This design comes from an exercise in tuning for small area, a short achievable clock period and few clock cycles per item on the open sky130 flow, not from production work. Where RTL was checked, it was by simulation tests only, not by an equivalence proof against the original. Function not checked in runs 1 and 2: the RTL went through the layout flow alone. Power figures rest on the tool's default switching activity, not on a simulated workload.

`design/flow/design.v`:
```
module tdes_core (
  input  wire         clk,
  input  wire         rst,
  input  wire         cmd_valid,
  output wire         cmd_ready,
  input  wire [1:0]   cmd_op,
  input  wire [167:0] cmd_key,
  input  wire [63:0]  cmd_data,
  output reg          out_valid,
  output reg  [63:0]  out_data
);
  function [63:0] des_ip;
    input [63:0] x;
    begin
      des_ip = {
        x[6], x[14], x[22], x[30], x[38], x[46], x[54], x[62],
        x[4], x[12], x[20], x[28], x[36], x[44], x[52], x[60],
        x[2], x[10], x[18], x[26], x[34], x[42], x[50], x[58],
        x[0], x[8], x[16], x[24], x[32], x[40], x[48], x[56],
        x[7], x[15], x[23], x[31], x[39], x[47], x[55], x[63],
        x[5], x[13], x[21], x[29], x[37], x[45], x[53], x[61],
        x[3], x[11], x[19], x[27], x[35], x[43], x[51], x[59],
        x[1], x[9], x[17], x[25], x[33], x[41], x[49], x[57]
      };
    end
  endfunction
  function [63:0] des_fp;
    input [63:0] x;
    begin
      des_fp = {
        x[24], x[56], x[16], x[48], x[8], x[40], x[0], x[32],
        x[25], x[57], x[17], x[49], x[9], x[41], x[1], x[33],
        x[26], x[58], x[18], x[50], x[10], x[42], x[2], x[34],
        x[27], x[59], x[19], x[51], x[11], x[43], x[3], x[35],
        x[28], x[60], x[20], x[52], x[12], x[44], x[4], x[36],
        x[29], x[61], x[21], x[53], x[13], x[45], x[5], x[37],
        x[30], x[62], x[22], x[54], x[14], x[46], x[6], x[38],
        x[31], x[63], x[23], x[55], x[15], x[47], x[7], x[39]
      };
    end
  endfunction
  function [47:0] des_e;
    input [31:0] x;
    begin
      des_e = {
        x[0], x[31], x[30], x[29], x[28], x[27], x[28], x[27],
        x[26], x[25], x[24], x[23], x[24], x[23], x[22], x[21],
        x[20], x[19], x[20], x[19], x[18], x[17], x[16], x[15],
        x[16], x[15], x[14], x[13], x[12], x[11], x[12], x[11],
        x[10], x[9], x[8], x[7], x[8], x[7], x[6], x[5],
        x[4], x[3], x[4], x[3], x[2], x[1], x[0], x[31]
      };
    end
  endfunction
  function [31:0] des_p;
    input [31:0] x;
    begin
      des_p = {
        x[16], x[25], x[12], x[11], x[3], x[20], x[4], x[15],
        x[31], x[17], x[9], x[6], x[27], x[14], x[1], x[22],
        x[30], x[24], x[8], x[18], x[0], x[5], x[29], x[23],
        x[13], x[19], x[2], x[26], x[10], x[21], x[28], x[7]
      };
    end
  endfunction
  function [55:0] des_pc1;
    input [63:0] x;
    begin
      des_pc1 = {
        x[7], x[15], x[23], x[31], x[39], x[47], x[55], x[63],
        x[6], x[14], x[22], x[30], x[38], x[46], x[54], x[62],
        x[5], x[13], x[21], x[29], x[37], x[45], x[53], x[61],
        x[4], x[12], x[20], x[28], x[1], x[9], x[17], x[25],
        x[33], x[41], x[49], x[57], x[2], x[10], x[18], x[26],
        x[34], x[42], x[50], x[58], x[3], x[11], x[19], x[27],
        x[35], x[43], x[51], x[59], x[36], x[44], x[52], x[60]
      };
    end
  endfunction
  function [47:0] des_pc2;
    input [55:0] x;
    begin
      des_pc2 = {
        x[42], x[39], x[45], x[32], x[55], x[51], x[53], x[28],
        x[41], x[50], x[35], x[46], x[33], x[37], x[44], x[52],
        x[30], x[48], x[40], x[49], x[29], x[36], x[43], x[54],
        x[15], x[4], x[25], x[19], x[9], x[1], x[26], x[16],
        x[5], x[11], x[23], x[8], x[12], x[7], x[17], x[0],
        x[22], x[3], x[10], x[14], x[6], x[20], x[27], x[24]
      };
    end
  endfunction
  function [3:0] sbox0;
    input [5:0] c;
    begin
      case (c)
        6'd0: sbox0 = 4'd14;
        6'd1: sbox0 = 4'd0;
        6'd2: sbox0 = 4'd4;
        6'd3: sbox0 = 4'd15;
        6'd4: sbox0 = 4'd13;
        6'd5: sbox0 = 4'd7;
        6'd6: sbox0 = 4'd1;
        6'd7: sbox0 = 4'd4;
        6'd8: sbox0 = 4'd2;
        6'd9: sbox0 = 4'd14;
        6'd10: sbox0 = 4'd15;
        6'd11: sbox0 = 4'd2;
        6'd12: sbox0 = 4'd11;
        6'd13: sbox0 = 4'd13;
        6'd14: sbox0 = 4'd8;
        6'd15: sbox0 = 4'd1;
        6'd16: sbox0 = 4'd3;
        6'd17: sbox0 = 4'd10;
        6'd18: sbox0 = 4'd10;
        6'd19: sbox0 = 4'd6;
        6'd20: sbox0 = 4'd6;
        6'd21: sbox0 = 4'd12;
        6'd22: sbox0 = 4'd12;
        6'd23: sbox0 = 4'd11;
        6'd24: sbox0 = 4'd5;
        6'd25: sbox0 = 4'd9;
        6'd26: sbox0 = 4'd9;
        6'd27: sbox0 = 4'd5;
        6'd28: sbox0 = 4'd0;
        6'd29: sbox0 = 4'd3;
        6'd30: sbox0 = 4'd7;
        6'd31: sbox0 = 4'd8;
        6'd32: sbox0 = 4'd4;
        6'd33: sbox0 = 4'd15;
        6'd34: sbox0 = 4'd1;
        6'd35: sbox0 = 4'd12;
        6'd36: sbox0 = 4'd14;
        6'd37: sbox0 = 4'd8;
        6'd38: sbox0 = 4'd8;
        6'd39: sbox0 = 4'd2;
        6'd40: sbox0 = 4'd13;
        6'd41: sbox0 = 4'd4;
        6'd42: sbox0 = 4'd6;
        6'd43: sbox0 = 4'd9;
        6'd44: sbox0 = 4'd2;
        6'd45: sbox0 = 4'd1;
        6'd46: sbox0 = 4'd11;
        6'd47: sbox0 = 4'd7;
        6'd48: sbox0 = 4'd15;
        6'd49: sbox0 = 4'd5;
        6'd50: sbox0 = 4'd12;
        6'd51: sbox0 = 4'd11;
        6'd52: sbox0 = 4'd9;
        6'd53: sbox0 = 4'd3;
        6'd54: sbox0 = 4'd7;
        6'd55: sbox0 = 4'd14;
        6'd56: sbox0 = 4'd3;
        6'd57: sbox0 = 4'd10;
        6'd58: sbox0 = 4'd10;
        6'd59: sbox0 = 4'd0;
        6'd60: sbox0 = 4'd5;
        6'd61: sbox0 = 4'd6;
        6'd62: sbox0 = 4'd0;
        6'd63: sbox0 = 4'd13;
        default: sbox0 = 4'd0;
      endcase
    end
  endfunction
  function [3:0] sbox1;
    input [5:0] c;
    begin
      case (c)
        6'd0: sbox1 = 4'd15;
        6'd1: sbox1 = 4'd3;
        6'd2: sbox1 = 4'd1;
        6'd3: sbox1 = 4'd13;
        6'd4: sbox1 = 4'd8;
        6'd5: sbox1 = 4'd4;
        6'd6: sbox1 = 4'd14;
        6'd7: sbox1 = 4'd7;
        6'd8: sbox1 = 4'd6;
        6'd9: sbox1 = 4'd15;
        6'd10: sbox1 = 4'd11;
        6'd11: sbox1 = 4'd2;
        6'd12: sbox1 = 4'd3;
        6'd13: sbox1 = 4'd8;
        6'd14: sbox1 = 4'd4;
        6'd15: sbox1 = 4'd14;
        6'd16: sbox1 = 4'd9;
        6'd17: sbox1 = 4'd12;
        6'd18: sbox1 = 4'd7;
        6'd19: sbox1 = 4'd0;
        6'd20: sbox1 = 4'd2;
        6'd21: sbox1 = 4'd1;
        6'd22: sbox1 = 4'd13;
        6'd23: sbox1 = 4'd10;
        6'd24: sbox1 = 4'd12;
        6'd25: sbox1 = 4'd6;
        6'd26: sbox1 = 4'd0;
        6'd27: sbox1 = 4'd9;
        6'd28: sbox1 = 4'd5;
        6'd29: sbox1 = 4'd11;
        6'd30: sbox1 = 4'd10;
        6'd31: sbox1 = 4'd5;
        6'd32: sbox1 = 4'd0;
        6'd33: sbox1 = 4'd13;
        6'd34: sbox1 = 4'd14;
        6'd35: sbox1 = 4'd8;
        6'd36: sbox1 = 4'd7;
        6'd37: sbox1 = 4'd10;
        6'd38: sbox1 = 4'd11;
        6'd39: sbox1 = 4'd1;
        6'd40: sbox1 = 4'd10;
        6'd41: sbox1 = 4'd3;
        6'd42: sbox1 = 4'd4;
        6'd43: sbox1 = 4'd15;
        6'd44: sbox1 = 4'd13;
        6'd45: sbox1 = 4'd4;
        6'd46: sbox1 = 4'd1;
        6'd47: sbox1 = 4'd2;
        6'd48: sbox1 = 4'd5;
        6'd49: sbox1 = 4'd11;
        6'd50: sbox1 = 4'd8;
        6'd51: sbox1 = 4'd6;
        6'd52: sbox1 = 4'd12;
        6'd53: sbox1 = 4'd7;
        6'd54: sbox1 = 4'd6;
        6'd55: sbox1 = 4'd12;
        6'd56: sbox1 = 4'd9;
        6'd57: sbox1 = 4'd0;
        6'd58: sbox1 = 4'd3;
        6'd59: sbox1 = 4'd5;
        6'd60: sbox1 = 4'd2;
        6'd61: sbox1 = 4'd14;
        6'd62: sbox1 = 4'd15;
        6'd63: sbox1 = 4'd9;
        default: sbox1 = 4'd0;
      endcase
    end
  endfunction
  function [3:0] sbox2;
    input [5:0] c;
    begin
      case (c)
        6'd0: sbox2 = 4'd10;
        6'd1: sbox2 = 4'd13;
        6'd2: sbox2 = 4'd0;
        6'd3: sbox2 = 4'd7;
        6'd4: sbox2 = 4'd9;
        6'd5: sbox2 = 4'd0;
        6'd6: sbox2 = 4'd14;
        6'd7: sbox2 = 4'd9;
        6'd8: sbox2 = 4'd6;
        6'd9: sbox2 = 4'd3;
        6'd10: sbox2 = 4'd3;
        6'd11: sbox2 = 4'd4;
        6'd12: sbox2 = 4'd15;
        6'd13: sbox2 = 4'd6;
        6'd14: sbox2 = 4'd5;
        6'd15: sbox2 = 4'd10;
        6'd16: sbox2 = 4'd1;
        6'd17: sbox2 = 4'd2;
        6'd18: sbox2 = 4'd13;
        6'd19: sbox2 = 4'd8;
        6'd20: sbox2 = 4'd12;
        6'd21: sbox2 = 4'd5;
        6'd22: sbox2 = 4'd7;
        6'd23: sbox2 = 4'd14;
        6'd24: sbox2 = 4'd11;
        6'd25: sbox2 = 4'd12;
        6'd26: sbox2 = 4'd4;
        6'd27: sbox2 = 4'd11;
        6'd28: sbox2 = 4'd2;
        6'd29: sbox2 = 4'd15;
        6'd30: sbox2 = 4'd8;
        6'd31: sbox2 = 4'd1;
        6'd32: sbox2 = 4'd13;
        6'd33: sbox2 = 4'd1;
        6'd34: sbox2 = 4'd6;
        6'd35: sbox2 = 4'd10;
        6'd36: sbox2 = 4'd4;
        6'd37: sbox2 = 4'd13;
        6'd38: sbox2 = 4'd9;
        6'd39: sbox2 = 4'd0;
        6'd40: sbox2 = 4'd8;
        6'd41: sbox2 = 4'd6;
        6'd42: sbox2 = 4'd15;
        6'd43: sbox2 = 4'd9;
        6'd44: sbox2 = 4'd3;
        6'd45: sbox2 = 4'd8;
        6'd46: sbox2 = 4'd0;
        6'd47: sbox2 = 4'd7;
        6'd48: sbox2 = 4'd11;
        6'd49: sbox2 = 4'd4;
        6'd50: sbox2 = 4'd1;
        6'd51: sbox2 = 4'd15;
        6'd52: sbox2 = 4'd2;
        6'd53: sbox2 = 4'd14;
        6'd54: sbox2 = 4'd12;
        6'd55: sbox2 = 4'd3;
        6'd56: sbox2 = 4'd5;
        6'd57: sbox2 = 4'd11;
        6'd58: sbox2 = 4'd10;
        6'd59: sbox2 = 4'd5;
        6'd60: sbox2 = 4'd14;
        6'd61: sbox2 = 4'd2;
        6'd62: sbox2 = 4'd7;
        6'd63: sbox2 = 4'd12;
        default: sbox2 = 4'd0;
      endcase
    end
  endfunction
  function [3:0] sbox3;
    input [5:0] c;
    begin
      case (c)
        6'd0: sbox3 = 4'd7;
        6'd1: sbox3 = 4'd13;
        6'd2: sbox3 = 4'd13;
        6'd3: sbox3 = 4'd8;
        6'd4: sbox3 = 4'd14;
        6'd5: sbox3 = 4'd11;
        6'd6: sbox3 = 4'd3;
        6'd7: sbox3 = 4'd5;
        6'd8: sbox3 = 4'd0;
        6'd9: sbox3 = 4'd6;
        6'd10: sbox3 = 4'd6;
        6'd11: sbox3 = 4'd15;
        6'd12: sbox3 = 4'd9;
        6'd13: sbox3 = 4'd0;
        6'd14: sbox3 = 4'd10;
        6'd15: sbox3 = 4'd3;
        6'd16: sbox3 = 4'd1;
        6'd17: sbox3 = 4'd4;
        6'd18: sbox3 = 4'd2;
        6'd19: sbox3 = 4'd7;
        6'd20: sbox3 = 4'd8;
        6'd21: sbox3 = 4'd2;
        6'd22: sbox3 = 4'd5;
        6'd23: sbox3 = 4'd12;
        6'd24: sbox3 = 4'd11;
        6'd25: sbox3 = 4'd1;
        6'd26: sbox3 = 4'd12;
        6'd27: sbox3 = 4'd10;
        6'd28: sbox3 = 4'd4;
        6'd29: sbox3 = 4'd14;
        6'd30: sbox3 = 4'd15;
        6'd31: sbox3 = 4'd9;
        6'd32: sbox3 = 4'd10;
        6'd33: sbox3 = 4'd3;
        6'd34: sbox3 = 4'd6;
        6'd35: sbox3 = 4'd15;
        6'd36: sbox3 = 4'd9;
        6'd37: sbox3 = 4'd0;
        6'd38: sbox3 = 4'd0;
        6'd39: sbox3 = 4'd6;
        6'd40: sbox3 = 4'd12;
        6'd41: sbox3 = 4'd10;
        6'd42: sbox3 = 4'd11;
        6'd43: sbox3 = 4'd1;
        6'd44: sbox3 = 4'd7;
        6'd45: sbox3 = 4'd13;
        6'd46: sbox3 = 4'd13;
        6'd47: sbox3 = 4'd8;
        6'd48: sbox3 = 4'd15;
        6'd49: sbox3 = 4'd9;
        6'd50: sbox3 = 4'd1;
        6'd51: sbox3 = 4'd4;
        6'd52: sbox3 = 4'd3;
        6'd53: sbox3 = 4'd5;
        6'd54: sbox3 = 4'd14;
        6'd55: sbox3 = 4'd11;
        6'd56: sbox3 = 4'd5;
        6'd57: sbox3 = 4'd12;
        6'd58: sbox3 = 4'd2;
        6'd59: sbox3 = 4'd7;
        6'd60: sbox3 = 4'd8;
        6'd61: sbox3 = 4'd2;
        6'd62: sbox3 = 4'd4;
        6'd63: sbox3 = 4'd14;
        default: sbox3 = 4'd0;
      endcase
    end
  endfunction
  function [3:0] sbox4;
    input [5:0] c;
    begin
      case (c)
        6'd0: sbox4 = 4'd2;
        6'd1: sbox4 = 4'd14;
        6'd2: sbox4 = 4'd12;
        6'd3: sbox4 = 4'd11;
        6'd4: sbox4 = 4'd4;
        6'd5: sbox4 = 4'd2;
        6'd6: sbox4 = 4'd1;
        6'd7: sbox4 = 4'd12;
        6'd8: sbox4 = 4'd7;
        6'd9: sbox4 = 4'd4;
        6'd10: sbox4 = 4'd10;
        6'd11: sbox4 = 4'd7;
        6'd12: sbox4 = 4'd11;
        6'd13: sbox4 = 4'd13;
        6'd14: sbox4 = 4'd6;
        6'd15: sbox4 = 4'd1;
        6'd16: sbox4 = 4'd8;
        6'd17: sbox4 = 4'd5;
        6'd18: sbox4 = 4'd5;
        6'd19: sbox4 = 4'd0;
        6'd20: sbox4 = 4'd3;
        6'd21: sbox4 = 4'd15;
        6'd22: sbox4 = 4'd15;
        6'd23: sbox4 = 4'd10;
        6'd24: sbox4 = 4'd13;
        6'd25: sbox4 = 4'd3;
        6'd26: sbox4 = 4'd0;
        6'd27: sbox4 = 4'd9;
        6'd28: sbox4 = 4'd14;
        6'd29: sbox4 = 4'd8;
        6'd30: sbox4 = 4'd9;
        6'd31: sbox4 = 4'd6;
        6'd32: sbox4 = 4'd4;
        6'd33: sbox4 = 4'd11;
        6'd34: sbox4 = 4'd2;
        6'd35: sbox4 = 4'd8;
        6'd36: sbox4 = 4'd1;
        6'd37: sbox4 = 4'd12;
        6'd38: sbox4 = 4'd11;
        6'd39: sbox4 = 4'd7;
        6'd40: sbox4 = 4'd10;
        6'd41: sbox4 = 4'd1;
        6'd42: sbox4 = 4'd13;
        6'd43: sbox4 = 4'd14;
        6'd44: sbox4 = 4'd7;
        6'd45: sbox4 = 4'd2;
        6'd46: sbox4 = 4'd8;
        6'd47: sbox4 = 4'd13;
        6'd48: sbox4 = 4'd15;
        6'd49: sbox4 = 4'd6;
        6'd50: sbox4 = 4'd9;
        6'd51: sbox4 = 4'd15;
        6'd52: sbox4 = 4'd12;
        6'd53: sbox4 = 4'd0;
        6'd54: sbox4 = 4'd5;
        6'd55: sbox4 = 4'd9;
        6'd56: sbox4 = 4'd6;
        6'd57: sbox4 = 4'd10;
        6'd58: sbox4 = 4'd3;
        6'd59: sbox4 = 4'd4;
        6'd60: sbox4 = 4'd0;
        6'd61: sbox4 = 4'd5;
        6'd62: sbox4 = 4'd14;
        6'd63: sbox4 = 4'd3;
        default: sbox4 = 4'd0;
      endcase
    end
  endfunction
  function [3:0] sbox5;
    input [5:0] c;
    begin
      case (c)
        6'd0: sbox5 = 4'd12;
        6'd1: sbox5 = 4'd10;
        6'd2: sbox5 = 4'd1;
        6'd3: sbox5 = 4'd15;
        6'd4: sbox5 = 4'd10;
        6'd5: sbox5 = 4'd4;
        6'd6: sbox5 = 4'd15;
        6'd7: sbox5 = 4'd2;
        6'd8: sbox5 = 4'd9;
        6'd9: sbox5 = 4'd7;
        6'd10: sbox5 = 4'd2;
        6'd11: sbox5 = 4'd12;
        6'd12: sbox5 = 4'd6;
        6'd13: sbox5 = 4'd9;
        6'd14: sbox5 = 4'd8;
        6'd15: sbox5 = 4'd5;
        6'd16: sbox5 = 4'd0;
        6'd17: sbox5 = 4'd6;
        6'd18: sbox5 = 4'd13;
        6'd19: sbox5 = 4'd1;
        6'd20: sbox5 = 4'd3;
        6'd21: sbox5 = 4'd13;
        6'd22: sbox5 = 4'd4;
        6'd23: sbox5 = 4'd14;
        6'd24: sbox5 = 4'd14;
        6'd25: sbox5 = 4'd0;
        6'd26: sbox5 = 4'd7;
        6'd27: sbox5 = 4'd11;
        6'd28: sbox5 = 4'd5;
        6'd29: sbox5 = 4'd3;
        6'd30: sbox5 = 4'd11;
        6'd31: sbox5 = 4'd8;
        6'd32: sbox5 = 4'd9;
        6'd33: sbox5 = 4'd4;
        6'd34: sbox5 = 4'd14;
        6'd35: sbox5 = 4'd3;
        6'd36: sbox5 = 4'd15;
        6'd37: sbox5 = 4'd2;
        6'd38: sbox5 = 4'd5;
        6'd39: sbox5 = 4'd12;
        6'd40: sbox5 = 4'd2;
        6'd41: sbox5 = 4'd9;
        6'd42: sbox5 = 4'd8;
        6'd43: sbox5 = 4'd5;
        6'd44: sbox5 = 4'd12;
        6'd45: sbox5 = 4'd15;
        6'd46: sbox5 = 4'd3;
        6'd47: sbox5 = 4'd10;
        6'd48: sbox5 = 4'd7;
        6'd49: sbox5 = 4'd11;
        6'd50: sbox5 = 4'd0;
        6'd51: sbox5 = 4'd14;
        6'd52: sbox5 = 4'd4;
        6'd53: sbox5 = 4'd1;
        6'd54: sbox5 = 4'd10;
        6'd55: sbox5 = 4'd7;
        6'd56: sbox5 = 4'd1;
        6'd57: sbox5 = 4'd6;
        6'd58: sbox5 = 4'd13;
        6'd59: sbox5 = 4'd0;
        6'd60: sbox5 = 4'd11;
        6'd61: sbox5 = 4'd8;
        6'd62: sbox5 = 4'd6;
        6'd63: sbox5 = 4'd13;
        default: sbox5 = 4'd0;
      endcase
    end
  endfunction
  function [3:0] sbox6;
    input [5:0] c;
    begin
      case (c)
        6'd0: sbox6 = 4'd4;
        6'd1: sbox6 = 4'd13;
        6'd2: sbox6 = 4'd11;
        6'd3: sbox6 = 4'd0;
        6'd4: sbox6 = 4'd2;
        6'd5: sbox6 = 4'd11;
        6'd6: sbox6 = 4'd14;
        6'd7: sbox6 = 4'd7;
        6'd8: sbox6 = 4'd15;
        6'd9: sbox6 = 4'd4;
        6'd10: sbox6 = 4'd0;
        6'd11: sbox6 = 4'd9;
        6'd12: sbox6 = 4'd8;
        6'd13: sbox6 = 4'd1;
        6'd14: sbox6 = 4'd13;
        6'd15: sbox6 = 4'd10;
        6'd16: sbox6 = 4'd3;
        6'd17: sbox6 = 4'd14;
        6'd18: sbox6 = 4'd12;
        6'd19: sbox6 = 4'd3;
        6'd20: sbox6 = 4'd9;
        6'd21: sbox6 = 4'd5;
        6'd22: sbox6 = 4'd7;
        6'd23: sbox6 = 4'd12;
        6'd24: sbox6 = 4'd5;
        6'd25: sbox6 = 4'd2;
        6'd26: sbox6 = 4'd10;
        6'd27: sbox6 = 4'd15;
        6'd28: sbox6 = 4'd6;
        6'd29: sbox6 = 4'd8;
        6'd30: sbox6 = 4'd1;
        6'd31: sbox6 = 4'd6;
        6'd32: sbox6 = 4'd1;
        6'd33: sbox6 = 4'd6;
        6'd34: sbox6 = 4'd4;
        6'd35: sbox6 = 4'd11;
        6'd36: sbox6 = 4'd11;
        6'd37: sbox6 = 4'd13;
        6'd38: sbox6 = 4'd13;
        6'd39: sbox6 = 4'd8;
        6'd40: sbox6 = 4'd12;
        6'd41: sbox6 = 4'd1;
        6'd42: sbox6 = 4'd3;
        6'd43: sbox6 = 4'd4;
        6'd44: sbox6 = 4'd7;
        6'd45: sbox6 = 4'd10;
        6'd46: sbox6 = 4'd14;
        6'd47: sbox6 = 4'd7;
        6'd48: sbox6 = 4'd10;
        6'd49: sbox6 = 4'd9;
        6'd50: sbox6 = 4'd15;
        6'd51: sbox6 = 4'd5;
        6'd52: sbox6 = 4'd6;
        6'd53: sbox6 = 4'd0;
        6'd54: sbox6 = 4'd8;
        6'd55: sbox6 = 4'd15;
        6'd56: sbox6 = 4'd0;
        6'd57: sbox6 = 4'd14;
        6'd58: sbox6 = 4'd5;
        6'd59: sbox6 = 4'd2;
        6'd60: sbox6 = 4'd9;
        6'd61: sbox6 = 4'd3;
        6'd62: sbox6 = 4'd2;
        6'd63: sbox6 = 4'd12;
        default: sbox6 = 4'd0;
      endcase
    end
  endfunction
  function [3:0] sbox7;
    input [5:0] c;
    begin
      case (c)
        6'd0: sbox7 = 4'd13;
        6'd1: sbox7 = 4'd1;
        6'd2: sbox7 = 4'd2;
        6'd3: sbox7 = 4'd15;
        6'd4: sbox7 = 4'd8;
        6'd5: sbox7 = 4'd13;
        6'd6: sbox7 = 4'd4;
        6'd7: sbox7 = 4'd8;
        6'd8: sbox7 = 4'd6;
        6'd9: sbox7 = 4'd10;
        6'd10: sbox7 = 4'd15;
        6'd11: sbox7 = 4'd3;
        6'd12: sbox7 = 4'd11;
        6'd13: sbox7 = 4'd7;
        6'd14: sbox7 = 4'd1;
        6'd15: sbox7 = 4'd4;
        6'd16: sbox7 = 4'd10;
        6'd17: sbox7 = 4'd12;
        6'd18: sbox7 = 4'd9;
        6'd19: sbox7 = 4'd5;
        6'd20: sbox7 = 4'd3;
        6'd21: sbox7 = 4'd6;
        6'd22: sbox7 = 4'd14;
        6'd23: sbox7 = 4'd11;
        6'd24: sbox7 = 4'd5;
        6'd25: sbox7 = 4'd0;
        6'd26: sbox7 = 4'd0;
        6'd27: sbox7 = 4'd14;
        6'd28: sbox7 = 4'd12;
        6'd29: sbox7 = 4'd9;
        6'd30: sbox7 = 4'd7;
        6'd31: sbox7 = 4'd2;
        6'd32: sbox7 = 4'd7;
        6'd33: sbox7 = 4'd2;
        6'd34: sbox7 = 4'd11;
        6'd35: sbox7 = 4'd1;
        6'd36: sbox7 = 4'd4;
        6'd37: sbox7 = 4'd14;
        6'd38: sbox7 = 4'd1;
        6'd39: sbox7 = 4'd7;
        6'd40: sbox7 = 4'd9;
        6'd41: sbox7 = 4'd4;
        6'd42: sbox7 = 4'd12;
        6'd43: sbox7 = 4'd10;
        6'd44: sbox7 = 4'd14;
        6'd45: sbox7 = 4'd8;
        6'd46: sbox7 = 4'd2;
        6'd47: sbox7 = 4'd13;
        6'd48: sbox7 = 4'd0;
        6'd49: sbox7 = 4'd15;
        6'd50: sbox7 = 4'd6;
        6'd51: sbox7 = 4'd12;
        6'd52: sbox7 = 4'd10;
        6'd53: sbox7 = 4'd9;
        6'd54: sbox7 = 4'd13;
        6'd55: sbox7 = 4'd0;
        6'd56: sbox7 = 4'd15;
        6'd57: sbox7 = 4'd3;
        6'd58: sbox7 = 4'd3;
        6'd59: sbox7 = 4'd5;
        6'd60: sbox7 = 4'd5;
        6'd61: sbox7 = 4'd6;
        6'd62: sbox7 = 4'd8;
        6'd63: sbox7 = 4'd11;
        default: sbox7 = 4'd0;
      endcase
    end
  endfunction
  function [27:0] rol28;
    input [27:0] x;
    input        two;
    begin
      rol28 = two ? {x[25:0], x[27:26]} : {x[26:0], x[27]};
    end
  endfunction
  function [27:0] ror28;
    input [27:0] x;
    input        two;
    begin
      ror28 = two ? {x[1:0], x[27:2]} : {x[0], x[27:1]};
    end
  endfunction
  function shift_two;
    input [3:0] r;
    begin
      shift_two = !(r == 4'd0 || r == 4'd1 || r == 4'd8 || r == 4'd15);
    end
  endfunction
  function [31:0] feistel;
    input [31:0] h;
    input [47:0] k;
    reg   [47:0] x;
    begin
      x = des_e(h) ^ k;
      feistel = des_p({sbox0(x[47:42]), sbox1(x[41:36]), sbox2(x[35:30]),
                       sbox3(x[29:24]), sbox4(x[23:18]), sbox5(x[17:12]),
                       sbox6(x[11:6]),  sbox7(x[5:0])});
    end
  endfunction
  reg [167:0] key;         
  reg         key_tdes;    
  reg         busy;        
  reg         op_dec;      
  reg  [1:0]  stage;       
  reg  [3:0]  round;       
  reg  [31:0] L, R;        
  reg  [27:0] C, D;        
  assign cmd_ready = !busy;
  wire accept    = cmd_valid && !busy;
  function [1:0] stage_key;
    input       tdes;
    input       dec;
    input [1:0] stg;
    begin
      if (!tdes)
        stage_key = 2'd0;
      else if (!dec)
        stage_key = stg;
      else
        stage_key = 2'd2 - stg;
    end
  endfunction
  function stage_dec;
    input       tdes;
    input       dec;
    input [1:0] stg;
    begin
      stage_dec = dec ^ (tdes && stg == 2'd1);
    end
  endfunction
  function [55:0] stage_cd;
    input [167:0] k;
    input [1:0]   sel;
    input         dec;
    reg   [55:0]  third;
    reg   [55:0]  pk;
    begin
      case (sel)
        2'd0:    third = k[167:112];
        2'd1:    third = k[111:56];
        default: third = k[55:0];
      endcase
      pk = des_pc1({8'h00, third});
      if (dec)
        stage_cd = pk;
      else
        stage_cd = {rol28(pk[55:28], 1'b0), rol28(pk[27:0], 1'b0)};
    end
  endfunction
  wire        cur_dec    = stage_dec(key_tdes, op_dec, stage);
  wire        last_stage = !key_tdes || stage == 2'd2;
  wire        last_round = round == 4'd15;
  wire [47:0] subkey = des_pc2({C, D});
  wire [31:0] f      = L ^ feistel(R, subkey);
  wire        one    = round == 4'd0 || round == 4'd7 || round == 4'd14;
  wire        ld_tdes = key_tdes;
  wire        ld_dec  = busy ? op_dec : cmd_op[0];
  wire [1:0]  ld_stg  = busy ? stage + 2'd1 : 2'd0;
  wire [55:0] cd_load = stage_cd(key, stage_key(ld_tdes, ld_dec, ld_stg),
                                 stage_dec(ld_tdes, ld_dec, ld_stg));
  always @(*) out_data = des_fp({L, R});
  always @(posedge clk) begin
    if (rst) begin
      busy      <= 1'b0;
      out_valid <= 1'b0;
    end else begin
      out_valid <= busy && last_round && last_stage;
      if (!busy)
        busy <= cmd_valid && !cmd_op[1];
      else if (last_round && last_stage)
        busy <= 1'b0;
    end
    if (accept && cmd_op[1]) begin
      key      <= cmd_key;
      key_tdes <= cmd_op[0];
    end
    if (!busy) begin
      op_dec <= cmd_op[0];
      stage  <= 2'd0;
      round  <= 4'd0;
      {L, R} <= des_ip(cmd_data);
    end else begin
      round <= round + 4'd1;
      if (last_round) begin
        L     <= f;
        stage <= stage + 2'd1;
      end else begin
        L <= R;
        R <= f;
      end
    end
    if (!busy || last_round)
      {C, D} <= cd_load;
    else begin
      C <= cur_dec ? ror28(C, !one) : rol28(C, !one);
      D <= cur_dec ? ror28(D, !one) : rol28(D, !one);
    end
  end
endmodule
```
`design/flow/run.sh`:
```
#!/bin/bash
# synth_recipe.tcl (not shown) runs the flow's synth.tcl, then flattens the netlist and writes it again
# the make line also repeats each setting of config.mk as NAME=value (left out here)
make -C /OpenROAD-flow-scripts/flow DESIGN_CONFIG=/design/flow/config.mk WORK_HOME=/design/flow/orfs CLKGATE_MAP_FILE= SYNTH_SCRIPT=/design/flow/synth_recipe.tcl finish
```
`design/flow/config.mk`:
```
export PLATFORM = sky130hd
export DESIGN_NAME = tdes_core
export DESIGN_NICKNAME = tdes_core
export VERILOG_FILES = /design/flow/design.v
export SDC_FILE = /design/flow/constraint.sdc
export NUM_CORES = 4
export LEC_CHECK = 0
export CAP_MARGIN = 20
export CORE_MARGIN = 2
export CORE_UTILIZATION = 40
export SETUP_SLACK_MARGIN = 2.5
export SLEW_MARGIN = 20
```
`design/flow/constraint.sdc`:
```
create_clock -name core_clock -period 5.0 [get_ports {clk}]
set_input_delay 1.0000 -clock core_clock [delete_from_list [all_inputs] [get_ports {clk}]]
set_output_delay 1.0000 -clock core_clock [all_outputs]
set_load 0.01 [all_outputs]
```
==> results of run 1 <==
final timing paths:
| path | start | endpoint | slack, ps | cells past startpoint |
|---|---|---|---|---|
| max | R[31]$_DFFE_PN_ | R[17]$_DFFE_PN_ | 2220 | 11 |
| min | round[0]$_SDFF_PN0_ | round[0]$_SDFF_PN0_ | 460 | 1 |
| max reg2reg | R[31]$_DFFE_PN_ | R[17]$_DFFE_PN_ | 2220 | 11 |
| min reg2reg | round[0]$_SDFF_PN0_ | round[0]$_SDFF_PN0_ | 460 | 1 |
what timing repair did:
item	in CTS	in global routing
gates cloned	8	2
setup endpoints to repair	323	223
resized for setup	328	233
setup buffers	211	67
pin swaps	113	119
per-layer routing:
layer	vias up	part of all wire [%]	global-route usage, %
met2	798	47	41.9
met3	109	7.8	4.24
li1	7344	-	-
met5	-	0.033	0
met4	4	3.5	8.75
met1	8065	42	36.7
registers in the layout, summed over array words and instances (netlist names):
name and count:
C 28, D 28, L 32, R 32, busy 1, key 147, key_tdes 1, op_dec 1
out_valid 1, round 4, stage 2
cell usage after synthesis (all sizes together) (10+ instances only):
master   instances  share of area, %
o21ai           64               1.8
a222oi          49               2.8
mux4            76               9.9
dfxtp           97                11
edfxtp         180                31
a31oi           17              0.64
clkbuf          80               1.7
a211oi          29               1.2
mux2i           36               2.1
a311oi          18              0.94
ha              61               4.4
a211o           10              0.50
inv             41              0.88
o211ai          20              0.86
nand2           95               2.0
a2111oi         10              0.50
a21oi          122               3.5
mux2            54               3.5
or3             12              0.43
nand3           55               1.6
xnor2           69               3.6
nor2           136               2.9
nand4           14              0.50
xor2            59               3.4
and3            26              0.94
buf             35               1.3
nor3            51               1.5
final cells by class:
| type | instances | area, µm² |
|---|---|---|
| clock inverter | 20 | 283 |
| tap | 585 | 732 |
| fill | 3357 | 16100 |
| timing repair buffer | 596 | 5660 |
| inverter | 42 | 215 |
| clock buffer | 34 | 766 |
| multi-input combinational | 1186 | 11900 |
| sequential | 277 | 7370 |
worst max-delay path: stages (launching register included):
cell and delay (ps):
edfxtp_1 410, buf_6 150, xor2_4 180, inv_4 80
ha_4 170, or2_4 260, mux4_2 470, nand2_2 90
a21oi_2 60, a41oi_2 280, xnor2_2 100, mux2_4 260
metrics by stage:
stage | hold slack (ps) | utilization [%] | instances
final | 458 | 62.6 | 2740
after global routing | 490 | 62.6 | 2740
after CTS | 473 | 58.9 | 2671
after detailed placement | 458 | 49.5 | 2398
after global placement | 433 | 49.4 | 2398
after floorplan | 415 | - | 1613
power by group through the flow:
stage          Combinational [mW]  Clock [mW]  Sequential (mW)
5_1_grt                      10.7        2.52             3.12
2_1_floorplan                4.67           0             3.10
3_5_place_dp                 6.23           0             3.26
3_3_place_gp                 6.16           0             3.25
4_1_cts                      8.48        2.44             3.06
6_report                     10.1        2.40             3.10
kinds of logic (layout without fill, tap and decap cells):
family	count (synthesis)	after routing	share of synthesized area, %
AO/OA/AOI/OAI	416	417	16.6
adder cells (fa/ha/maj)	61	61	4.36
buffers and inverters	157	692	3.93
AND/OR/NAND/NOR	408	412	10.6
multiplexers	166	166	15.5
flip-flops	277	277	42.0
XOR/XNOR	128	130	7.01
cell usage in the layout (no fill, tap or decap), drive strengths merged, types with 55 or more instances in the layout:
cell type / instances
clkdlybuf4s50: 214
xnor2: 69
mux4: 76
a21oi: 122
buf: 321
nand2: 95
edfxtp: 180
ha: 61
dfxtp: 97
xor2: 61
nor2: 139
o21ai: 64
nand3: 55
==> flow_summary.ini, run 1 <==
[yosys]
synthesis.area_um2 = 17500
synth_edf_count = 180
seq_area_frac_synth_pct = 42.0
async_flop_share_pct = 0
yosys_warnings = 1
synth_cell_type_count = 79
syn_inst = 1613
ys_seq_elements = 277
syn_nets = 1911
dominantRegCellSynth = edfxtp_1
syn_area_per_cell_um2 = 10.8

[sta]
fin_crit_sh_pct = 55.5
skew_ps = 12.9
period_needed_ps = 2780
fin_ws_ps = 2220
relSlewSlack_pct = 15.7
setup_violations = 0
tightest_slew_ps = 1260
timing.setup.tns_ps = 0
timing.fmax_mhz = 360
maxSlewViolCount = 0
rsz0062_at_grt = yes
hold_viol_final = 0

[clock_network]
cts_root_buf = clkbuf_16
htree_levels = 1
clock_sinks = 277
cts_max_path_buffers = 3
cts_buffers = 30
cts_hold_buf = 0
clk_latency_ps = 600
cts_tree = yes
path_clk_slew_ps = 60

[power_and_ir_drop]
power.switching_mw = 6.48
power.density_nw_per_um2 = 579
vdd_drop_max_mv = 0.348
power_leakage_nw = 9.93
swShare_pct = 41.5
finalPower_mw = 15.6
clkPwrFrac_pct = 15.4
pwr-share-comb_pct = 64.8
p_int_mw = 9.13
p_seq_share_pct = 19.8

[worst_setup_path]
cp_max_fo = 4
start_kind = register
cp_data_required_time_ps = 5340
end_kind = register
arrival_ps = 3120
worstSetupPathType = register to register

[grt]
grt-ovfl-total = 0
grt_usage_pct = 26.4
first_global_vias = 15800
grt_pass1_wl_mm = 92.5
grt_start_max_net_pins = 55
antenna_found_initial = 2

[min_path]
hold_class = register to register

[placement]
dp_slack_ps = 1400
dpl.hpwl_mm = 37.9
gp_congestion = 0.883
port-buffer-count = 281
placed_area_um2 = 21300

[routing]
vias = 16320
detail_route.wl_per_cell_um = 23.0
drt_first_pass_iters = 9
ant_nets = 0
drt_iter0_markers = 1204
drc = 0
wirelength_mm = 62.9
viasPerCell = 5.96

[outcome]
outcome = timing/DRC/antenna clean

[run]
max-cap-violations = 0

[final_layout]
postLayoutCellArea_um2 = 27000
syn_to_final_growth_pct = 54.1
insertedDiodeCount = 0
final_nets = 2431
drive_above_1_share_pct = 37.7

[floorplan]
die_x_um = 213
fp.dieH_um = 213
initial_utilization_pct = 40.6
design.die.area_um2 = 45400
core-area_um2 = 43100
ios = 303
num_rows = 76
==> run 2, diff against run 1 <==
==> design/flow/flow/run.sh (new file) <==
#!/bin/bash
# Standard layout, but the port buffers are the smallest buffer cell.
set -euo pipefail
export BUFFER_PORTS_ARGS="-buffer_cell sky130_fd_sc_hd__buf_1"
bash standard.sh finish > standard_flow.log 2>&1
==> design/flow/standard.sh (new file) <==
#!/bin/bash
# synth_recipe.tcl (not shown) runs the flow's synth.tcl, then flattens the netlist and writes it again
# the make line also repeats each setting of config.mk as NAME=value (left out here)
make -C /OpenROAD-flow-scripts/flow DESIGN_CONFIG=/design/flow/config.mk WORK_HOME=/design/flow/orfs CLKGATE_MAP_FILE= SYNTH_SCRIPT=/design/flow/synth_recipe.tcl "${@:-finish}"
--- a/design/flow/config.mk
+++ b/design/flow/config.mk
@@ -8,5 +8,6 @@
 export CAP_MARGIN = 20
 export CORE_MARGIN = 2
 export CORE_UTILIZATION = 40
+export CTS_BUF_LIST = sky130_fd_sc_hd__clkbuf_8
 export SETUP_SLACK_MARGIN = 2.5
 export SLEW_MARGIN = 20
removed: design/flow/run.sh
==> run 2 against run 1 <==
Sequential power grew 2%. Non-clock buffer count grew 36. Fmax shrank 2.4%. Final cell count grew 2.8%. Design area shrank 4.9%. Clock-buffer cell count grew 15. Largest power group unchanged.
==> flow_summary.ini, run 2 <==
[sta]
fin_ws_ps = 2150
fin_crit_sh_pct = 56.9
maxSlewViolCount = 0
relSlewSlack_pct = 47.3
period_needed_ps = 2850
rsz0062_at_grt = yes
timing.fmax_mhz = 351
skew_ps = 31.9
whs_ps = 452
setup_violations = 0
hold_viol_final = 0
tightest_slew_ps = 790
timing.setup.tns_ps = 0

[routing]
detail_route.wl_per_cell_um = 22.7
drc = 0
viasPerCell = 5.95
drt_first_pass_iters = 6
vias = 16778
ant_nets = 0
wirelength_mm = 63.9
drt_iter0_markers = 1393

[grt]
grt_pass1_wl_mm = 91.6
grt_start_max_net_pins = 107
grt_usage_pct = 26.4
first_global_vias = 15779
grt-ovfl-total = 0
antenna_found_initial = 2

[worst_setup_path]
start_kind = register
crit_chain = xor2_4 -> buf_6 -> ha_4 -> or2_4 -> mux4_2 -> nand2_2 -> a21oi_2 -> a41oi_2 -> xnor2_2 -> mux2_4
end_kind = register
worstSetupPathType = register to register
cp_data_required_time_ps = 5380
arrival_ps = 3230
critical_path.top_delay_family = multiplexers
cp_max_fo = 4
cp.buffers_inverters = 1
slowest_delay_ps = 540
cp_slowest_cell = edfxtp_1

[clock_network]
path_clk_slew_ps = 60
clk_latency_ps = 650
clock_sinks = 277
cts_buffers = 48
htree_levels = 2
cts_root_buf = clkbuf_8
cts_hold_buf = 0
cts_tree = yes
cts_max_path_buffers = 3

[yosys]
synthesis.area_um2 = 17500
synth_area_leaders = edfxtp_1 (31%), dfxtp_1 (11%), mux4_2 (9.0%)
async_flop_share_pct = 0
synth_top_area_cell = edfxtp_1
synth_cell_type_count = 79
seq_area_frac_synth_pct = 42.0
synth_edf_count = 180
yosysMostFrequentCell = edfxtp_1
yosys_warnings = 1
dominantRegCellSynth = edfxtp_1
synth_top_area_share_pct = 30.9
syn_area_per_cell_um2 = 10.8
syn_inst = 1613
ys_seq_elements = 277
syn_nets = 1911
synth_common_cells = edfxtp_1 (180), nor2_1 (135), a21oi_1 (122)

[power_and_ir_drop]
vdd_drop_max_mv = 0.250
power.density_nw_per_um2 = 604
power_leakage_nw = 9.36
finalPower_mw = 15.5

[final_layout]
syn_to_final_growth_pct = 46.6
largest_register_ffs = 147
drive_above_1_share_pct = 39.2
fin_cells = 2818
final_nets = 2489
layout_commonest_cell = buf_1
mostFrequentLayoutCells = buf_1 (269), buf_4 (241), edfxtp_1 (180), nor2_1 (121), a21oi_1 (100)
top_register = key
reg_top3 = key (147), L (32), R (32)

[floorplan]
ios = 303
design.die.area_um2 = 45400
core-area_um2 = 43100
fp.dieH_um = 213
num_rows = 76
die_x_um = 213
initial_utilization_pct = 40.6

[placement]
port-buffer-count = 281
dpl.hpwl_mm = 37.1
dp_slack_ps = 1530
gp_congestion = 0.915
dp_cells = 2395

[min_path]
hold_class = register to register

[run]
max-cap-violations = 0

[outcome]
outcome = timing/DRC/antenna clean
[run 2: per-stage QoR]
stage	util (%)	instance area, µm²
floorplan	-	18000
global placement	45.3	19500
detailed placement	45.3	19500
CTS	55.5	23900
global route	59.5	25600
finish	59.5	25600
[run 2: final cells by class]
class | count | area (µm²)
fillers | 3457 | 17400
inverters | 42 | 218
clock buffers | 49 | 674
clock inverters | 41 | 215
repair inverters | 1 | 6.26
multi-input cells | 1189 | 12000
well taps | 585 | 732
repair buffers | 632 | 4370
diodes | 2 | 5.00
flip-flops and latches | 277 | 7370
[run 2: path summary, 6_finish.rpt]
| check | from | to | slack [ps] | depth (start not counted) |
|---|---|---|---|---|
| worst max-delay path | R[0]$_DFFE_PN_ | R[17]$_DFFE_PN_ | 2150 | 10 |
| worst min-delay path | round[0]$_SDFF_PN0_ | round[0]$_SDFF_PN0_ | 450 | 1 |
| worst max register to register | R[0]$_DFFE_PN_ | R[17]$_DFFE_PN_ | 2150 | 10 |
| worst min register to register | round[0]$_SDFF_PN0_ | round[0]$_SDFF_PN0_ | 450 | 1 |
[run 2: kinds of logic (layout without fill, tap and decap cells)]
kind of cell	after synthesis	after routing	share of synthesized area, %
DFF	277	277	42.0
other	0	2	0
AOI/OAI and AO/OA	416	417	16.6
xor gates and xnor gates	128	130	7.01
adders and majority gates	61	61	4.36
and+or+nand+nor	408	415	10.6
buffers and inverters	157	765	3.93
muxes	166	166	15.5
[run 2: repair_timing]
action / CTS / global route
gates cloned: 12 / 2
resized for setup: 311 / 208
setup endpoints to repair: 234 / 138
setup buffers: 223 / 94
pin swaps: 176 / 116
[run 2: report_power, final]
group	switching (mW)	leakage [nW]	internal, mW
sequential	0.446	2.53	2.73
clock	0.994	0.530	0.975
combinational	5.26	6.30	5.10
[run 2: routing by layer]
layer / up-vias / share of wire, % / wire length (µm) / global-route usage, %
met5: - / 0.014 / 9 / 0
met4: 2 / 3.7 / 2360 / 9.45
met3: 134 / 9.2 / 5900 / 5.78
met2: 835 / 47 / 30000 / 41.8
met1: 8351 / 40 / 25600 / 35.5
li1: 7456 / - / - / -
==> run 3, diff against run 2 <==
--- a/design/flow/design.v
+++ b/design/flow/design.v
@@ -751,7 +751,12 @@
   wire        last_stage = !key_tdes || stage == 2'd2;
   wire        last_round = round == 4'd15;
   wire [47:0] subkey = des_pc2({C, D});
-  wire [31:0] f      = L ^ feistel(R, subkey);
+  wire [31:0] fo     = feistel(R, subkey);
+  wire [63:0] ip   = des_ip(cmd_data);
+  wire        en_l = busy &&  last_round;
+  wire        en_r = busy && !last_round;
+  wire [31:0] xl   = !busy ? ip[63:32] : last_round ? L : R;
+  wire [31:0] xr   = !busy ? ip[31:0]  : last_round ? R : L;
   wire        one    = round == 4'd0 || round == 4'd7 || round == 4'd14;
   wire        ld_tdes = key_tdes;
   wire        ld_dec  = busy ? op_dec : cmd_op[0];
@@ -778,17 +783,13 @@
       op_dec <= cmd_op[0];
       stage  <= 2'd0;
       round  <= 4'd0;
-      {L, R} <= des_ip(cmd_data);
     end else begin
       round <= round + 4'd1;
-      if (last_round) begin
-        L     <= f;
+      if (last_round)
         stage <= stage + 2'd1;
-      end else begin
-        L <= R;
-        R <= f;
-      end
     end
+    L <= xl ^ (fo & {32{ en_l}});
+    R <= xr ^ (fo & {32{ en_r}});
     if (!busy || last_round)
       {C, D} <= cd_load;
     else begin
--- a/design/flow/config.mk
+++ b/design/flow/config.mk
@@ -9,5 +9,5 @@
 export CORE_MARGIN = 2
 export CORE_UTILIZATION = 40
 export CTS_BUF_LIST = sky130_fd_sc_hd__clkbuf_8
-export SETUP_SLACK_MARGIN = 2.5
+export SETUP_SLACK_MARGIN = 3.0
 export SLEW_MARGIN = 20
==> run 3 against run 2 <==
Critical path depth is 3 higher. Combinational power down 9.5%. Final cell count up 4.8%. Sequential power barely moved. Clock power rose by 12%. Fmax rose by 9.7%. Sequential share of layout area is 2.1 points lower. Synthesized area up 2.9%. Routed wire length grew 9.2%. Critical endpoint is now C[24]$_DFF_P_. Largest power group unchanged.
==> flow_summary.ini, run 3 <==
[outcome]
outcome = timing/DRC/antenna clean

[placement]
port-buffer-count = 281
dpl.hpwl_mm = 39.3
gp_congestion = 0.883
placed_area_um2 = 20100

[clock_network]
cts_max_path_buffers = 3
path_clk_slew_ps = 60
cts_hold_buf = 0
cts_root_buf = clkbuf_8
cts_tree = yes
clk_latency_ps = 670
htree_levels = 2
cts_buffers = 51
clock_sinks = 277

[worst_setup_path]
ff2ff_setup_slack_ps = 2410
cp_max_fo = 6
crit_path_frequent_cell = ha_4
timing.critical_path.from = stage[0]$_SDFFE_PN0P_
end_kind = register
start_kind = register
reg2reg_from = stage[0]$_SDFFE_PN0P_
slowest_delay_ps = 330
cp.buffers_inverters = 3
cp.depth = 13
cp_slowest_cell = dfxtp_2
r2r-end = C[24]$_DFF_P_
critical_path.top_delay_family = compound AO/OA/AOI/OAI gates
crit_chain = inv_2 -> ha_4 -> nand2b_4 -> ha_4 -> nand2_4 -> a21oi_4 -> o21ai_4 -> buf_12 -> buf_16 -> and3_4 -> a221o_1 -> mux2i_1 -> a21oi_1
worstSetupPathType = register to register
crit_end = C[24]$_DFF_P_
cp_data_required_time_ps = 5530
arrival_ps = 3120
worst_r2r_path_depth = 13

[grt]
grt_start_max_net_pins = 94
first_global_vias = 17138
antenna_found_initial = 5
grt_usage_pct = 27.4
grt_pass1_wl_mm = 100
grt-ovfl-total = 0

[yosys]
synth_area_leaders = edfxtp_1 (25%), dfxtp_1 (14%), mux4_2 (7.6%)
ys_seq_elements = 277
syn_nets = 2049
synth_edf_count = 148
synth_top_area_share_pct = 24.7
dominantRegCellSynth = edfxtp_1
seq_area_frac_synth_pct = 39.0
async_flop_share_pct = 0
synthesis.area_um2 = 18000
synth_common_cells = edfxtp_1 (148), nor2_1 (142), dfxtp_1 (129)
syn_area_per_cell_um2 = 10.1
yosys_warnings = 1
synth_top_area_cell = edfxtp_1
synth_cell_type_count = 80
syn_inst = 1774
yosysMostFrequentCell = edfxtp_1

[final_layout]
top_register = key
mostFrequentLayoutCells = buf_4 (250), buf_1 (214), edfxtp_1 (148), nor2_1 (127), buf_6 (124)
syn_to_final_growth_pct = 52.2
drive_above_1_share_pct = 43.1
reg_top3 = key (147), L (32), R (32)
layout_commonest_cell = buf_4
insertedDiodeCount = 0
postLayoutCellArea_um2 = 27400
largest_register_ffs = 147
final_nets = 2595

[power_and_ir_drop]
vdd_drop_max_mv = 0.265
clkPwrFrac_pct = 14.8
p_int_mw = 8.42
p_seq_share_pct = 21.6
swShare_pct = 43.1
power.switching_mw = 6.38
finalPower_mw = 14.8
power.density_nw_per_um2 = 540
power_leakage_nw = 10.3
pwr-share-comb_pct = 63.6

[floorplan]
initial_utilization_pct = 40.6
fp.dieH_um = 216
die_x_um = 216
core-area_um2 = 44300
ios = 303
design.die.area_um2 = 46700
num_rows = 77

[routing]
wirelength_mm = 69.8
drc = 0
drt_iter0_markers = 1731
drt_first_pass_iters = 6
ant_nets = 0
vias = 18215
viasPerCell = 6.17
detail_route.wl_per_cell_um = 23.6

[sta]
timing.setup.tns_ps = 0
relSlewSlack_pct = 35.0
rsz0062_at_grt = yes
fin_crit_sh_pct = 51.9
hold_viol_final = 0
period_needed_ps = 2590
timing.fmax_mhz = 386
setup_violations = 0
tightest_slew_ps = 970
maxSlewViolCount = 0
whs_ps = 462
skew_ps = 46.8

[min_path]
hold_class = register to register

[run]
max-cap-violations = 0
## run 3: cell count changes after synthesis, moves of 32 or more
cell	change
mux2i_1	+63
a221o_1	+52
and3_1	+52
a222oi_1	-49
mux2_2	-48
dfxtp_1	+32
edfxtp_1	-32
## run 3: worst min path at each step
stage,cells after the start,startpoint,slack [ps],to
6_report,1,round[0]$_SDFF_PN0_,460,round[0]$_SDFF_PN0_
5_1_grt,1,round[0]$_SDFF_PN0_,480,round[0]$_SDFF_PN0_
4_1_cts,1,round[0]$_SDFF_PN0_,460,round[0]$_SDFF_PN0_
3_5_place_dp,1,round[0]$_SDFF_PN0_,450,round[0]$_SDFF_PN0_
3_3_place_gp,1,round[0]$_SDFF_PN0_,430,round[0]$_SDFF_PN0_
2_1_floorplan,1,round[0]$_SDFF_PN0_,410,round[0]$_SDFF_PN0_
## run 3: routing by layer
layer	global-route usage [%]	wire, µm	up-vias
met5	0	69	-
met4	11.1	3250	10
met3	5.74	6630	205
met2	43.4	32500	1102
met1	36.6	27300	8890
li1	-	-	8008
## run 3: repair_timing
| item | 4_1_cts | 5_1_grt |
|---|---|---|
| setup buffers | 248 | 64 |
| resized for setup | 595 | 158 |
| endpoints found under the hold margin | 0 | 0 |
| setup endpoints to repair | 337 | 282 |
| gates cloned | 17 | 4 |
| pin swaps | 241 | 116 |
## run 3: worst reg2reg max path, cell delays in order, from the launching register on
cell	delay, ps
dfxtp_2	330
inv_2	40
ha_4	210
nand2b_4	150
ha_4	290
nand2_4	50
a21oi_4	170
o21ai_4	130
buf_12	190
buf_16	140
and3_4	140
a221o_1	330
mux2i_1	190
a21oi_1	90
## run 3: through the flow
stage / utilization (%) / setup slack, ps / cells
final: 61.8 / 2410 / 2953
after global routing: 61.8 / 2290 / 2953
after CTS: 58.8 / 2440 / 2885
after detailed placement: 45.5 / 1710 / 2526
after global placement: 45.5 / 1690 / 2526
after floorplan: - / 2440 / 1774
## run 3: kinds of logic (layout without fill, tap and decap cells)
logic type / count (synthesis) / after routing / synth area share (%)
buffers and inverters: 198 / 776 / 4.51
and+or+nand+nor: 461 / 463 / 12.3
DFF: 277 / 277 / 39.0
xor gates and xnor gates: 117 / 121 / 6.55
AOI/OAI and AO/OA: 510 / 513 / 20.5
adders and majority gates: 38 / 38 / 2.64
muxes: 173 / 173 / 14.5
## run 3: cell type report
type	count	area [µm²]
Timing Repair Buffer	632	4970
Tap cell	592	741
Fill cell	3394	16900
Clock buffer	57	785
Multi-Input combinational cell	1308	13100
Inverter	50	260
Clock inverter	37	236
Sequential cell	277	7290
## run 3: power groups by stage
stage	registers [mW]	logic [mW]	clock network, mW
floorplan	3.01	4.61	0
global placement	3.16	5.56	0
detailed placement	3.17	5.65	0
CTS	3.18	7.99	2.25
global route	3.23	9.84	2.35
finish	3.20	9.41	2.20
Testbench counts of run 3, summed over its fixed seeds: cycles 146,392, blocks 4,205.
==> run 4, diff against run 3 <==
--- a/design/flow/config.mk
+++ b/design/flow/config.mk
@@ -9,5 +9,5 @@
 export CORE_MARGIN = 2
 export CORE_UTILIZATION = 40
 export CTS_BUF_LIST = sky130_fd_sc_hd__clkbuf_8
-export SETUP_SLACK_MARGIN = 3.0
+export SETUP_SLACK_MARGIN = 2.0
 export SLEW_MARGIN = 20
==> run 4 against run 3 <==
Register-to-register slack worse by 340 ps. Sequential cell count stayed put. Sequential power decreased by 3%. Largest cell class unchanged.
==> flow_summary.ini, run 4 <==
[routing]
drt_first_pass_iters = 6
viasPerCell = 6.03
drt_iter0_markers = 1344
detail_route.wl_per_cell_um = 21.0
wirelength_mm = 55.2
vias = 15830
ant_nets = 0
drc = 0

[yosys]
synth_top_area_cell = edfxtp_1
synth_top_family_by_area = compound AO/OA/AOI/OAI gates
synth_compound_gate_area_share_pct = 20.5
synth_adder_area_share_pct = 2.64
dominantRegCellSynth = edfxtp_1
yosys-mux-area-fraction_pct = 14.5
syn_inst = 1774
ys_seq_elements = 277
synth_cell_type_count = 80
syn_area_per_cell_um2 = 10.1
synthesis.area_um2 = 18000
synth_xor_xnor_area_share_pct = 6.55
synth_top_area_share_pct = 24.7
seq_area_frac_synth_pct = 39.0
syn_nets = 2049
yosys_warnings = 1
synth_area_leaders = edfxtp_1 (25%), dfxtp_1 (14%), mux4_2 (7.6%)
synth_common_cells = edfxtp_1 (148), nor2_1 (142), dfxtp_1 (129)
synth_simple_gate_area_share_pct = 12.3
async_flop_share_pct = 0
synth_edf_count = 148
yosysMostFrequentCell = edfxtp_1

[worst_setup_path]
ff2ff_setup_slack_ps = 2060
start_kind = register
arrival_ps = 3440
cp_data_required_time_ps = 5510
end_kind = register
cp_max_fo = 18
worstSetupPathType = register to register

[clock_network]
htree_levels = 2
cts_max_path_buffers = 3
cts_tree = yes
cts_root_buf = clkbuf_8
clock_sinks = 277
clk_latency_ps = 640
cts_hold_buf = 0
path_clk_slew_ps = 60
cts_buffers = 49

[floorplan]
ios = 303
die_x_um = 216
fp.dieH_um = 216
design.die.area_um2 = 46700
core-area_um2 = 44300
num_rows = 77
initial_utilization_pct = 40.6

[placement]
gp_congestion = 0.911
dp_cells = 2529
dpl.hpwl_mm = 38.0
port-buffer-count = 281
dp_slack_ps = 1300

[grt]
antenna_found_initial = 2
grt_use_met2_pct = 34.6
grt_usage_pct = 22.6
use_met3_pct = 5.54
first_global_vias = 14738
met1_usage_pct = 32.0
grt.busiest_layer = met2
grt-ovfl-total = 0
grt_pass1_wl_mm = 84.2
grt_start_max_net_pins = 109

[power_and_ir_drop]
vdd_drop_max_mv = 0.241
p_seq_share_pct = 28.7
pwr-share-comb_pct = 51.7
clkPwrFrac_pct = 19.6
power_leakage_nw = 7.70
swShare_pct = 43.5
power.switching_mw = 4.72
p_int_mw = 6.14
power.density_nw_per_um2 = 516
finalPower_mw = 10.9

[final_layout]
syn_to_final_growth_pct = 16.8
final_nets = 2274
largest_register_ffs = 147
layout_commonest_cell = buf_1
fin_cells = 2626
top_register = key
drive_above_1_share_pct = 13.4
insertedDiodeCount = 0
mostFrequentLayoutCells = buf_1 (281), edfxtp_1 (148), nor2_1 (141), a21oi_1 (118), dfxtp_1 (111)
fillers = 4177
reg_top3 = key (147), L (32), R (32)

[sta]
maxSlewViolCount = 0
tightest_slew_ps = 1080
fin_crit_sh_pct = 58.7
skew_ps = 32.4
hold_viol_final = 0
period_needed_ps = 2940
timing.fmax_mhz = 340
relSlewSlack_pct = 28.2
rsz0062_at_grt = yes
timing.setup.tns_ps = 0
setup_violations = 0
fin_ws_ps = 2060

[outcome]
outcome = timing/DRC/antenna clean

[min_path]
hold_class = register to register

[run]
max-cap-violations = 0
## run 4: cell type report
class / instances / area, µm² / area share [%]
clock buffers: 54 / 743 / 3.54
inverters: 50 / 189 / 0.899
clock inverters: 32 / 230 / 1.10
multi-input cells: 1300 / 10700 / 50.8
well taps: 592 / 741 / 3.52
repair buffers: 321 / 1390 / 6.60
flip-flops and latches: 277 / 7050 / 33.6
## run 4: worst max-delay path, stage by stage (launching register included)
cell,delay [ps]
dfxtp_1,710
xor2_4,470
nor3_1,130
o21a_1,200
o311a_1,330
a211oi_2,490
nor4_1,90
or3_1,380
## run 4: path summary, 6_finish.rpt
kind	start	to	cells after the start
setup / recovery	R[18]$_DFF_P_	R[12]$_DFF_P_	7
hold reg to reg	round[0]$_SDFF_PN0_	round[0]$_SDFF_PN0_	1
setup reg to reg	R[18]$_DFF_P_	R[12]$_DFF_P_	7
hold / removal	round[0]$_SDFF_PN0_	round[0]$_SDFF_PN0_	1
## run 4: timing repair
action	4_1_cts	5_1_grt
cloned	0	1
pin swaps	3	8
endpoints found under the setup margin	104	93
gates resized for setup	46	34
setup buffers	0	10
## run 4: metrics by stage
stage | util [%] | hold WS, ps | instance area [µm²]
floorplan | - | 414 | 18000
global placement | 44.0 | 429 | 19500
detailed placement | 44.0 | 446 | 19500
CTS | 46.8 | 460 | 20700
global route | 47.4 | 487 | 21000
finish | 47.4 | 456 | 21000
## run 4: per-layer routing
| layer | up-vias | wire length, µm |
|---|---|---|
| met4 | 4 | 1330 |
| li1 | 7340 | - |
| met1 | 7658 | 24300 |
| met5 | - | 28 |
| met2 | 745 | 24600 |
| met3 | 83 | 4950 |
## run 4: kinds of logic after synthesis
family	Yosys count
AO/OA/AOI/OAI	510
AND/OR/NAND/NOR	461
flip-flops	277
buffers and inverters	198
multiplexers	173
XOR/XNOR	117
adder cells (fa/ha/maj)	38
## run 4: power by group through the flow
stage / combinational [mW] / sequential, mW / clock, mW
3_5_place_dp: 5.27 / 3.10 / 0
4_1_cts: 5.39 / 3.09 / 2.19
5_1_grt: 6.07 / 3.16 / 2.29
3_3_place_gp: 5.18 / 3.09 / 0
6_report: 5.61 / 3.12 / 2.13
2_1_floorplan: 4.08 / 2.96 / 0
==> run 5, diff against run 4 <==
--- a/design/flow/config.mk
+++ b/design/flow/config.mk
@@ -9,5 +9,5 @@
 export CORE_MARGIN = 2
 export CORE_UTILIZATION = 40
 export CTS_BUF_LIST = sky130_fd_sc_hd__clkbuf_8
-export SETUP_SLACK_MARGIN = 2.0
+export SETUP_SLACK_MARGIN = 2.5
 export SLEW_MARGIN = 20
==> run 5 against run 4 <==
Register-to-register slack better by 280 ps. Die area is the same. First-iteration DRC count rose by 22%. Clock power increased by 5%. Core utilization increased by 5.7 points. Sequential power is 3% higher. Critical endpoint is now R[21]$_DFF_P_. Design area up 12%. Clock skew decreased by 3.4 ps.
==> flow_summary.ini, run 5 <==
[final_layout]
top_register = key
drive_above_1_share_pct = 27.0
insertedDiodeCount = 0
final_util_pct = 53.2
layout_commonest_cell = buf_1
final_nets = 2411
fillers = 3911
largest_register_ffs = 147
mostFrequentLayoutCells = buf_1 (281), edfxtp_1 (148), buf_4 (143), nor2_1 (135), a21oi_1 (115)
syn_to_final_growth_pct = 30.8
reg_top3 = key (147), L (32), R (32)
postLayoutCellArea_um2 = 23600

[floorplan]
design.die.area_um2 = 46700
die_x_um = 216
initial_utilization_pct = 40.6
ios = 303
fp.dieH_um = 216
core-area_um2 = 44300
num_rows = 77

[placement]
port-buffer-count = 281
dpl.hpwl_mm = 38.0
dp_slack_ps = 1470
gp_congestion = 0.913
placed_area_um2 = 19600

[sta]
fin_crit_sh_pct = 53.2
fin_ws_ps = 2340
skew_ps = 29.0
rsz0062_at_grt = yes
timing.setup.tns_ps = 0
hold_viol_final = 0
setup_violations = 0
tightest_slew_ps = 1040
maxSlewViolCount = 0
relSlewSlack_pct = 30.9
period_needed_ps = 2660
timing.fmax_mhz = 376

[routing]
viasPerCell = 6.06
dr_wl_met2_mm = 28.2
drt_iter0_markers = 1646
detail_route.wl_per_cell_um = 21.8
wl_met3_mm = 5.00
routed.top_layer = met4
ant_nets = 0
vias = 16750
wl_met1_mm = 25.5
drt_first_pass_iters = 5
drc = 0
wirelength_mm = 60.4

[grt]
first_global_vias = 15541
grt-ovfl-total = 0
grt_pass1_wl_mm = 90.6
grt_usage_pct = 24.5
grt_start_max_net_pins = 108
antenna_found_initial = 0

[power_and_ir_drop]
vdd_drop_max_mv = 0.296
pwr-share-comb_pct = 55.9
clkPwrFrac_pct = 18.1
power_leakage_nw = 8.62
power.switching_mw = 5.26
p_int_mw = 7.09
swShare_pct = 42.6
p_seq_share_pct = 26.0
power.density_nw_per_um2 = 525
finalPower_mw = 12.4

[yosys]
synthesis.area_um2 = 18000
synth_edf_count = 148
yosys_warnings = 1
yosys-mux-area-fraction_pct = 14.5
synth_top_area_cell = edfxtp_1
dominantRegCellSynth = edfxtp_1
synth_top_area_share_pct = 24.7
synth_simple_gate_area_share_pct = 12.3
syn_nets = 2049
async_flop_share_pct = 0
ys_seq_elements = 277
synth_cell_type_count = 80
synth_xor_xnor_area_share_pct = 6.55
synth_top_family_by_area = compound AO/OA/AOI/OAI gates
syn_inst = 1774
synth_common_cells = edfxtp_1 (148), nor2_1 (142), dfxtp_1 (129)
seq_area_frac_synth_pct = 39.0
synth_area_leaders = edfxtp_1 (25%), dfxtp_1 (14%), mux4_2 (7.6%)
synth_adder_area_share_pct = 2.64
synth_compound_gate_area_share_pct = 20.5
syn_area_per_cell_um2 = 10.1
yosysMostFrequentCell = edfxtp_1

[worst_setup_path]
cp_max_fo = 4
crit_end = R[21]$_DFF_P_
end_kind = register
arrival_ps = 3230
start_kind = register
r2r-end = R[21]$_DFF_P_
ff2ff_setup_slack_ps = 2340
worstSetupPathType = register to register
cp_data_required_time_ps = 5570
timing.critical_path.from = R[8]$_DFF_P_
reg2reg_from = R[8]$_DFF_P_
worst_r2r_path_depth = 11

[clock_network]
cts_buffers = 51
cts_max_path_buffers = 3
clock_sinks = 277
cts_tree = yes
cts_root_buf = clkbuf_8
clk_latency_ps = 660
cts_hold_buf = 0
htree_levels = 2
path_clk_slew_ps = 60

[min_path]
hold_class = register to register
hold_start = round[0]$_SDFF_PN0_

[outcome]
outcome = timing/DRC/antenna clean

[run]
max-cap-violations = 0
==> run 5: changes by cell type in the layout (fill, tap and decap cells not counted), sizes merged <==
cell,change
xnor2,+1
clkinv,+6
a22o,+1
xor2,+2
inv,-4
clkbuf,+4
buf,+130
==> run 5: per-stage QoR <==
step                hold slack (ps)  cells
floorplan                       414   1774
global placement                434   2530
detailed placement              441   2530
CTS                             449   2687
global route                    485   2766
finish                          454   2766
==> run 5: how the worst min path moves through the flow <==
stage / to / cells after the start
2_1_floorplan: round[0]$_SDFF_PN0_ / 1
3_3_place_gp: round[0]$_SDFF_PN0_ / 1
3_5_place_dp: round[0]$_SDFF_PN0_ / 1
4_1_cts: round[0]$_SDFF_PN0_ / 1
5_1_grt: key[109]$_DFFE_PP_ / 1
6_report: round[0]$_SDFF_PN0_ / 1
==> run 5: critical path: stages, from the launching register on <==
cell,delay [ps]
dfxtp_4,380
xor2_2,150
buf_6,130
clkinvlp_4,100
buf_6,130
ha_4,130
inv_2,50
mux4_2,470
mux4_2,610
xnor2_2,210
nor2_1,60
o2bb2ai_1,160
==> run 5: power by group through the flow <==
stage	logic [mW]	registers [mW]	clock network (mW)
after floorplan	4.17	2.98	0
after global placement	5.23	3.11	0
after detailed placement	5.32	3.12	0
after CTS	6.03	3.18	2.29
after global routing	7.41	3.25	2.39
final	6.91	3.21	2.23
==> run 5: final cells by class <==
type                       instances  area [µm²]  area share [%]
timing repair buffer             452        2620            11.1
sequential                       277        7170            30.4
clock buffer                      57         785            3.33
inverter                          50         215           0.914
multi-input combinational       1304       11800            50.0
tap                              592         741            3.14
clock inverter                    34         245            1.04
==> run 5: metal layers <==
metal / up-vias / GRT usage, %
li1: 7644 / -
met5: - / 0
met4: 0 / 7.28
met1: 8186 / 33.9
met3: 104 / 4.86
met2: 816 / 38.8
==> run 5: timing repair <==
action / in CTS / in global routing
gates cloned: 10 / 2
hold endpoints to repair: 0 / 0
buffers inserted: 56 / 77
setup endpoints to repair: 127 / 115
gates resized for setup: 223 / 100
pin swaps: 121 / 67
==> run 5: kinds of logic (layout without fill, tap and decap cells) <==
| family | Yosys count | after routing |
|---|---|---|
| fa+ha+maj | 38 | 38 |
| compound gates | 510 | 512 |
| xor+xnor | 117 | 120 |
| mux | 173 | 173 |
| flops | 277 | 277 |
| buf+inv | 198 | 593 |
| simple gates | 461 | 461 |

## re-timing with driven ports
How much do the figures lean on ideal ports? The routed layouts below were timed once more, with nothing changed but the port constraints. Step 1 (the two cells are an assumption about what drives the block):
set clk [get_ports {clk}]
set_driving_cell -lib_cell sky130_fd_sc_hd__clkbuf_16 $clk
set_driving_cell -lib_cell sky130_fd_sc_hd__buf_2 [delete_from_list [all_inputs] $clk]
Step 2 adds t to the input delays and takes it off the output delays; t is the mean of the earliest and latest rising clock arrival at the registers after step 1. Input paths then give back, and output paths get back, about the clock's delay inside the block. a / b / c = no drivers / after step 1 / after step 2; a / b = the first two.
run | t (ns) | slack for setup (ns) | worst setup path at the end | worst data-port slew with drivers (ns)
run 1 | 0.652 | 2.223 / 2.223 / 1.965 | input to register | 0.08
run 2 | 0.679 | 2.154 / 2.154 / 2.082 | input to register | 0.15
run 3 | 0.701 | 2.406 / 2.406 / 2.073 | input to register | 0.08
run 4 | 0.669 | 2.063 / 2.063 / 1.993 | input to register | 0.11
run 5 | 0.694 | 2.341 / 2.341 / 2.102 | input to register | 0.06
After both steps setup and hold are still met in every run listed. For run 3, which loses most, drivers alone change the setup slack by 0.000 ns; drivers and shift together by -0.333 ns.
